Context: an optimization exercise on an open-source flow, tuned for small area and a short achievable clock period. The choices shown serve that exercise and are no tape-out recipe.
No functional check of the RTL was part of this run.
No activity file was given, so power comes from the tool's default toggle rates.

`flow/flow/run.sh`:
```
#!/bin/bash
# Standard layout, with repair_timing aiming for a shorter period than the
# 15 ns clock: its setup margin is raised so that the resizer works on the
# datapath instead of stopping as soon as the 15 ns constraint is met.
set -euo pipefail
bash standard.sh SETUP_SLACK_MARGIN=11 finish > make_finish.log 2>&1
```
`flow/standard.sh`:
```
#!/bin/bash
# synth_recipe.tcl (not shown) runs the flow's synth.tcl, then flattens the netlist and writes it again
# the make line also repeats each setting of config.mk as NAME=value (left out here)
make -C /OpenROAD-flow-scripts/flow DESIGN_CONFIG=/design/flow/config.mk WORK_HOME=/design/flow/orfs CLKGATE_MAP_FILE= SYNTH_SCRIPT=/design/flow/synth_recipe.tcl "${@:-finish}"
```
`flow/config.mk`:
```
export PLATFORM = sky130hd
export DESIGN_NAME = minifloat_unit
export DESIGN_NICKNAME = minifloat_unit
export VERILOG_FILES = /design/flow/design.v
export SDC_FILE = /design/flow/constraint.sdc
export NUM_CORES = 4
export LEC_CHECK = 0
export CAP_MARGIN = 20
export CORE_MARGIN = 2
export CORE_UTILIZATION = 40
export SLEW_MARGIN = 20
```
`flow/constraint.sdc`:
```
create_clock -name core_clock -period 15.0 [get_ports {clk}]
set_input_delay 3.0000 -clock core_clock [delete_from_list [all_inputs] [get_ports {clk}]]
set_output_delay 3.0000 -clock core_clock [all_outputs]
set_load 0.01 [all_outputs]
```
`flow/design.v`:
```
module mf_normalize (
    input  wire [2:0] e_in,
    input  wire [9:0] m_in,
    input  wire       sat_in,
    output wire [6:0] y         
);
    reg [2:0] k;
    reg [3:0] mo;
    always @* begin
        casez (m_in)
            10'b1?????????: begin k = 3'd6; mo = m_in[9:6]; end
            10'b01????????: begin k = 3'd5; mo = m_in[8:5]; end
            10'b001???????: begin k = 3'd4; mo = m_in[7:4]; end
            10'b0001??????: begin k = 3'd3; mo = m_in[6:3]; end
            10'b00001?????: begin k = 3'd2; mo = m_in[5:2]; end
            10'b000001????: begin k = 3'd1; mo = m_in[4:1]; end
            default:        begin k = 3'd0; mo = m_in[3:0]; end
        endcase
    end
    wire sat = sat_in || (e_in == 3'd7) || (k > e_in);
    assign y = sat ? 7'h70 : {e_in - k, mo};
endmodule
module mf_adder (
    input  wire [7:0] a,
    input  wire [7:0] b,
    output wire [2:0] e,        
    output wire [9:0] m,        
    output wire       s,        
    output wire       zero      
);
    wire       sa = a[7];
    wire       sb = b[7];
    wire [2:0] ea = a[6:4];
    wire [2:0] eb = b[6:4];
    wire [3:0] ma = a[3:0];
    wire [3:0] mb = b[3:0];
    wire       a_ge = (ea >= eb);
    wire [2:0] d    = a_ge ? (ea - eb) : (eb - ea);
    wire [3:0] ml   = a_ge ? ma : mb;           
    wire [3:0] ms   = a_ge ? mb : ma;           
    wire       sl   = a_ge ? sa : sb;
    wire       ss   = a_ge ? sb : sa;
    wire [10:0] xs  = {7'd0, ms} << d;
    wire        same = (sa == sb);
    wire        sgt  = (xs[10:4] != 7'd0) || (xs[3:0] > ml);    
    wire        tie  = (xs[10:4] == 7'd0) && (xs[3:0] == ml);
    wire [9:0]  sum  = xs[9:0] + {6'd0, ml};
    wire [9:0]  dif1 = xs[9:0] - {6'd0, ml};
    wire [3:0]  dif2 = ml - xs[3:0];
    assign e    = a_ge ? ea : eb;
    assign m    = same ? sum : (sgt ? dif1 : {6'd0, dif2});
    assign s    = same ? sa : (sgt ? ss : sl);
    assign zero = !same && tie;
endmodule
module mf_multiplier (
    input  wire [7:0] a,
    input  wire [7:0] b,
    output wire [2:0] e,        
    output wire [7:0] p,        
    output wire       sat,      
    output wire       under,    
    output wire       s
);
    wire [3:0] esum = {1'b0, a[6:4]} + {1'b0, b[6:4]};
    assign s     = a[7] ^ b[7];
    assign p     = a[3:0] * b[3:0];
    assign under = (esum < 4'd2);
    assign sat   = (esum > 4'd8);
    assign e     = esum[2:0] - 3'd2;
endmodule
module mf_converter (
    input  wire [7:0]  v,
    input  wire [31:0] f,
    output wire [11:0] to_f32_hi,   
    output wire [7:0]  exact_y,
    output wire        exact_absent,
    output wire [7:0]  approx_y
);
    wire       vs = v[7];
    wire [2:0] ve = v[6:4];
    wire [3:0] vm = v[3:0];
    reg  [1:0] p;
    reg  [2:0] fr;
    always @* begin
        casez (vm)
            4'b1???: begin p = 2'd3; fr = vm[2:0]; end
            4'b01??: begin p = 2'd2; fr = {vm[1:0], 1'b0}; end
            4'b001?: begin p = 2'd1; fr = {vm[0], 2'b0}; end
            default: begin p = 2'd0; fr = 3'd0; end
        endcase
    end
    wire [7:0] xexp = 8'd125 + {5'd0, ve} + {6'd0, p};
    assign to_f32_hi = (vm == 4'd0) ? {vs, 11'd0} : {vs, xexp, fr};
    wire        fs  = f[31];
    wire [7:0]  fx  = f[30:23];
    wire [22:0] ff  = f[22:0];
    wire [3:0]  top = {1'b1, ff[22:20]};
    reg  [4:0]  t;                  
    integer     i;
    always @* begin
        t = 5'd23;
        for (i = 22; i >= 0; i = i - 1)
            if (ff[i]) t = i[4:0];
    end
    wire       xz   = (fx == 8'd0);
    wire       fz   = (ff == 23'd0);
    wire       xlo  = (fx < 8'd125);               
    wire       xhi  = (fx > 8'd147);               
    wire [4:0] u    = fx[4:0] + 5'd3;              
    wire [5:0] qp   = {1'b0, u} + {1'b0, t};       
    wire       low  = xlo || (!xhi && (qp < 6'd23));
    wire       high = xhi || (qp > 6'd29);
    wire [2:0] eb   = qp[2:0] + 3'd1;              
    wire       tge  = (t >= 5'd20);
    wire [3:0] mt   = top >> t[1:0];               
    wire [2:0] c    = 3'd4 - t[2:0];               
    wire [3:0] e2   = {1'b0, eb} - {1'b0, c};      
    wire       e2ok = (t >= 5'd14) && !e2[3];
    wire [6:0] inr  = (high || !(tge || e2ok)) ? 7'h70 : (tge ? {eb, mt} : {e2[2:0], top});
    assign exact_absent = xz ? !fz : low;
    assign exact_y      = xz ? {fs, 7'd0} : {fs, inr};
    wire [1:0] ash = 2'd0 - fx[1:0];               
    wire [6:0] alo = xlo ? 7'd0 : ((fx <= 8'd128) ? {3'd0, top >> ash} : 7'h70);
    assign approx_y = xz ? {fs, 7'd0} : (low ? {fs, alo} : {fs, inr});
endmodule
module minifloat_unit (
    input  wire        clk,
    input  wire [4:0]  op,
    input  wire [31:0] a,
    input  wire [31:0] b,
    output wire [31:0] y,
    output wire [1:0]  st
);
    reg [4:0]  op_q;
    reg [31:0] a_q;
    reg [7:0]  b_q;
    always @(posedge clk) begin
        op_q <= op;
        a_q  <= a;
        b_q  <= b[7:0];
    end
    wire [7:0] va = a_q[7:0];
    wire [7:0] vb = b_q;
    wire op_norm = (op_q == 5'd10);
    wire op_mul  = (op_q == 5'd14);
    wire [2:0] add_e;
    wire [9:0] add_m;
    wire       add_s, add_zero;
    mf_adder u_add (.a(va), .b({vb[7] ^ op_q[0], vb[6:0]}),
                    .e(add_e), .m(add_m), .s(add_s), .zero(add_zero));
    wire [2:0] mul_e;
    wire [7:0] mul_p;
    wire       mul_sat, mul_under, mul_s;
    mf_multiplier u_mul (.a(va), .b(vb), .e(mul_e), .p(mul_p), .sat(mul_sat),
                         .under(mul_under), .s(mul_s));
    wire norm_big = (a_q[31:27] != 5'd0) || (a_q[23:10] != 14'd0);
    wire [2:0] n_e   = op_norm ? a_q[26:24] : (op_mul ? mul_e : add_e);
    wire [9:0] n_m   = op_norm ? a_q[9:0]   : (op_mul ? {2'd0, mul_p} : add_m);
    wire       n_sat = op_norm ? norm_big   : (op_mul && mul_sat);
    wire [6:0] n_y;
    mf_normalize u_norm (.e_in(n_e), .m_in(n_m), .sat_in(n_sat), .y(n_y));
    wire [11:0] tof_hi;
    wire [7:0]  xfrom_y;
    wire        xfrom_absent;
    wire [7:0]  afrom_y;
    mf_converter u_conv (
        .v           (va),
        .f           (a_q),
        .to_f32_hi   (tof_hi),
        .exact_y     (xfrom_y),
        .exact_absent(xfrom_absent),
        .approx_y    (afrom_y)
    );
    reg [7:0]  lo_d;
    reg [11:0] hi_d;
    reg [1:0]  st_d;
    always @* begin
        lo_d = 8'd0;
        hi_d = 12'd0;
        st_d = 2'd0;
        case (op_q)
            5'd0:  lo_d = 8'd0;
            5'd1:  lo_d = 8'h21;
            5'd2:  lo_d = {a_q[16], a_q[10:8], a_q[3:0]};
            5'd3:  lo_d = {7'd0, va[7]};
            5'd4:  lo_d = {5'd0, va[6:4]};
            5'd5:  lo_d = {4'd0, va[3:0]};
            5'd6:  lo_d = {7'd0, va[7]};
            5'd7:  lo_d = {7'd0, ~va[7]};
            5'd8:  lo_d = (va[6:0] == 7'd0) ? 8'd0 : (va[7] ? 8'hFF : 8'h01);
            5'd9:  lo_d = {7'd0, (va == vb)};
            5'd10: lo_d = {1'b0, n_y};
            5'd11: lo_d = va ^ 8'h80;
            5'd12, 5'd13: lo_d = add_zero ? 8'd0 : {add_s, n_y};
            5'd14: lo_d = mul_under ? {mul_s, 7'd0} : {mul_s, n_y};
            5'd15: hi_d = tof_hi;
            5'd16: begin
                if (xfrom_absent) st_d = 2'd1;
                else              lo_d = xfrom_y;
            end
            5'd17: lo_d = afrom_y;
            default: st_d = 2'd2;
        endcase
    end
    reg [7:0]  lo_q;
    reg [8:0]  hi_q;      
    reg [1:0]  st_q;
    always @(posedge clk) begin
        lo_q <= lo_d;
        hi_q <= {hi_d[11:10], hi_d[9], hi_d[5:0]};
        st_q <= st_d;
    end
    assign y  = {hi_q[8:7], {4{hi_q[6]}}, hi_q[5:0], 12'd0, lo_q};
    assign st = st_q;
endmodule
```
==> results.py <==
metrics = {
    "run_status": {
        "status": "timing/DRC/antenna clean",
    },
    "global_routing": {
        "grt_usage_pct": 24.8,
        "grt_max_degree": 30,
        "antenna_found_initial": 0,
        "grt_pass1_wl_mm": 31.3,
        "grt_pass1_vias": 6005,
        "grt-ovfl-total": 0,
    },
    "yosys": {
        "seq_area_frac_synth_pct": 21.7,
        "synth_edf_count": 0,
        "syn_inst": 742,
        "yosysWarnings": 3,
        "synth_area_leaders": "dfxtp_1 (22%), ha_1 (12%), fa_1 (4.7%), nor2_1 (4.5%), a21oi_1 (4.5%)",
        "syn_area_mm2": 0.00591,
        "ys_types": 78,
        "yosysTopAreaCellShare_pct": 21.7,
        "ys_seq_elements": 64,
        "async_reset_ff_share_pct": 0,
        "ys.flop_type": "dfxtp_1",
        "yosysTopAreaCell": "dfxtp_1",
        "synth.avg_cell_area_um2": 7.97,
    },
    "clock_tree": {
        "numCtsBuffers": 9,
        "clock_sinks": 64,
        "cts_tree": "yes",
        "clk_pin_slew_worst_paths_ns": 0.06,
        "clkLatencyLatePin_ns": 0.34,
        "cts_max_level": 3,
        "clockBufferDepth": 2,
        "holdBufCountCts": 0,
        "clock-root-buffer": "clkbuf_16",
    },
    "floorplan": {
        "die-area_mm2": 0.0158,
        "fp.dieH_um": 126,
        "core_area_mm2": 0.0145,
        "die_x_um": 126,
        "start_util_pct": 40.8,
        "pin_count": 104,
        "std_cell_rows": 44,
    },
    "place": {
        "gp_congestion": 0.937,
        "io_buffers": 67,
        "place_area_mm2": 0.00676,
        "hpwl_mm": 14.5,
    },
    "drt": {
        "wl_per_cell_um": 19.0,
        "routed_wl_mm": 19.7,
        "vias": 6091,
        "drcViolationCount": 0,
        "first_iter_violations": 486,
        "via_per_inst": 5.86,
        "dr.pass1.iters": 5,
        "drtAntennaViolNets": 0,
    },
    "critical_path": {
        "startpoint_type": "register",
        "crit_path_max_fanout": 7,
        "crit_arrival_ns": 5.70,
        "endpoint_kind": "register",
        "crit_required_ns": 15.25,
        "critical_path_class": "register to register",
    },
    "final_layout": {
        "drive_above_1_share_pct": 23.1,
        "area_delta_synth_final_pct": 34.7,
        "antenna_cells": 0,
        "fin_area_mm2": 0.00797,
        "final_util_pct": 55.0,
        "n_fill_cell": 1338,
        "final_nets": 992,
    },
    "sta": {
        "rsz0062_at_grt": "true",
        "maxSlewHeadroom_pct": 24.9,
        "fmax_mhz": 183,
        "finalHoldViolations": 0,
        "fin_worst_skew_ns": 0.00951,
        "hold_slack_ns": 0.519,
        "fin_setup_tns_ns": 0,
        "worst_slew_pin_slew_ns": 1.09,
        "period_needed_ns": 5.45,
        "finalMaxSlewViolations": 0,
        "timing.final.crit_share_pct": 36.3,
        "finalSetupViolCount": 0,
    },
    "worst_hold_path": {
        "hp-class": "register to register",
    },
    "power_and_ir_drop": {
        "power.total_uw": 886,
        "p_leak_uw": 0.00342,
        "peakVddDrop_uv": 68.1,
        "powerDensity_mw_per_mm2": 111,
    },
    "flow_run": {
        "drv_cap": 0,
    },
}
## final timing paths
kind | startpoint | to | slack (ns) | depth (start not counted)
max | a_q[4]$_DFF_P_ | lo_q[0]$_DFF_P_ | 9.55 | 27
min | a_q[31]$_DFF_P_ | lo_q[7]$_DFF_P_ | 0.52 | 2
max reg2reg | a_q[4]$_DFF_P_ | lo_q[0]$_DFF_P_ | 9.55 | 27
min reg2reg | a_q[31]$_DFF_P_ | lo_q[7]$_DFF_P_ | 0.52 | 2
## worst max-delay path, cell delays in order (launching register included)
cell and delay, ns:
dfxtp_4 0.37, inv_4 0.05, ha_4 0.24, nand2b_4 0.14, a31o_4 0.25, buf_4 0.15, mux2i_4 0.19, a221oi_4 0.34
or2_4 0.22, inv_4 0.04, ha_4 0.15, o21bai_4 0.17, a21o_4 0.23, or4_4 0.43, nor3_4 0.16, o31ai_2 0.09
a31o_1 0.23, or3_4 0.38, o21ai_4 0.15, inv_1 0.06, ha_1 0.26, nor2b_1 0.12, o21a_1 0.11, o22ai_1 0.06
o21ba_4 0.24, nor2b_4 0.21, o31ai_2 0.09, a32oi_1 0.22
## power breakdown
part	switching (uW)	internal, uW	total [uW]
clock	84.5	147	232
combinational	243	218	461
sequential	13.2	180	194
total	341	545	886
## registers in the layout (all words and copies together), names as in the netlist
register / count
b_q: 8
lo_q: 8
hi_q: 9
op_q: 5
a_q: 32
st_q: 2
## layout make-up
| cell class | instances | area, um2 | share of cell area [%] |
|---|---|---|---|
| Multi-Input combinational cell | 583 | 4720 | 59.2 |
| Sequential cell | 64 | 1310 | 16.5 |
| Timing Repair Buffer | 130 | 1130 | 14.2 |
| Inverter | 63 | 248 | 3.11 |
| Tap cell | 184 | 230 | 2.89 |
| Clock buffer | 9 | 225 | 2.83 |
| Clock inverter | 7 | 103 | 1.29 |
## routing by layer
layer,part of all wire [%],wire (um),GRT usage [%]
met2,47,9330,41.0
met3,4.8,949,2.95
met5,0,0,0
met1,43,8530,31.5
met4,4.6,909,13.8
## synthesized netlist by cell type, drive strengths merged (4+ instances only)
cell type and instances:
a31oi 11, o211a 6, mux2i 8, a211oi 14, and3 6, nand2 50
or2 7, o21a 5, nand2b 5, o211ai 13, nand3 19, and2 14
a311oi 4, o31a 5, a21oi 53, ha 57, buf 21, o22ai 4
a21o 14, clkbuf 23, or3 6, dfxtp 64, nor2b 12, xor2 9
nor2 72, o21ai 26, nor4b 5, a221oi 5, fa 14, nand4 6
o21bai 8, mux2 8, nor3 17, xnor2 12, nor4 13, inv 62
o31ai 13
## cells in the final DEF, fill, tap and decap left out, types with 7 or more instances in the layout
cell type	synthesis	routed
o211ai_1	13	13
nor3_1	16	15
ha_4	0	8
o31ai_1	13	10
and2_1	14	13
o21bai_1	8	7
a21o_1	14	13
conb_1	1	12
dfxtp_1	64	52
nand2_1	50	49
a21oi_1	53	47
xor2_1	9	8
buf_4	15	60
clkbuf_16	0	9
nor4_1	13	9
xnor2_1	12	12
nor2b_1	12	10
nor2_1	71	65
a211oi_1	13	10
o21ai_0	24	20
inv_2	0	7
dlygate4sd2_1	0	20
a31oi_1	11	10
fa_1	14	8
mux2_2	8	7
nand3_1	18	16
inv_1	62	51
ha_1	57	47
clkdlybuf4s50_1	0	45
## cell families (layout without fill, tap and decap cells)
| family | Yosys count | in the layout | share of synthesized area, % |
|---|---|---|---|
| muxes | 19 | 19 | 4.02 |
| adders and majority gates | 71 | 71 | 16.8 |
| other | 1 | 12 | 0.0634 |
| DFF | 64 | 64 | 21.7 |
| and+or+nand+nor | 243 | 243 | 20.8 |
| xor gates and xnor gates | 21 | 21 | 3.11 |
| AOI/OAI and AO/OA | 216 | 217 | 25.4 |
| buffers and inverters | 107 | 209 | 8.15 |
## stage by stage
stage                     worst slack (ns)  cells
after floorplan                       9.55    753
final                                 9.55   1040
after CTS                             9.49   1025
after global placement                8.58    962
after global routing                  9.34   1040
after detailed placement              8.56    962
## repair_timing
action,CTS,global route
cloned,1,0
setup buffers,46,15
setup endpoints to repair,30,13
gates resized for setup,92,43
pin swaps,28,33

==> afterwards: timing with drivers on the ports <==
The results above use ideal ports. As a check the final layout listed here was re-extracted and re-timed, cells and wires unchanged. Step 1 (the two cells are an assumption about what drives the block):
set clk [get_ports {clk}]
set_driving_cell -lib_cell sky130_fd_sc_hd__clkbuf_16 $clk
set_driving_cell -lib_cell sky130_fd_sc_hd__buf_2 [delete_from_list [all_inputs] $clk]
Step 2, shift: input delay + t, output delay - t, t = (earliest + latest rising clock arrival at the registers) / 2. This alone moves slack from input paths to output paths. a / b / c = no drivers / after step 1 / after step 2; a / b = the first two.
t, ns: 0.373
slack for setup (ns): 9.548 / 9.548 / 9.548
worst setup path after step 2: register to register
worst slew at a driven data input, ns: 0.04
After both steps setup and hold are still met in this run. The setup slack of this run moves by 0.000 ns with the drivers and by 0.000 ns with both steps.
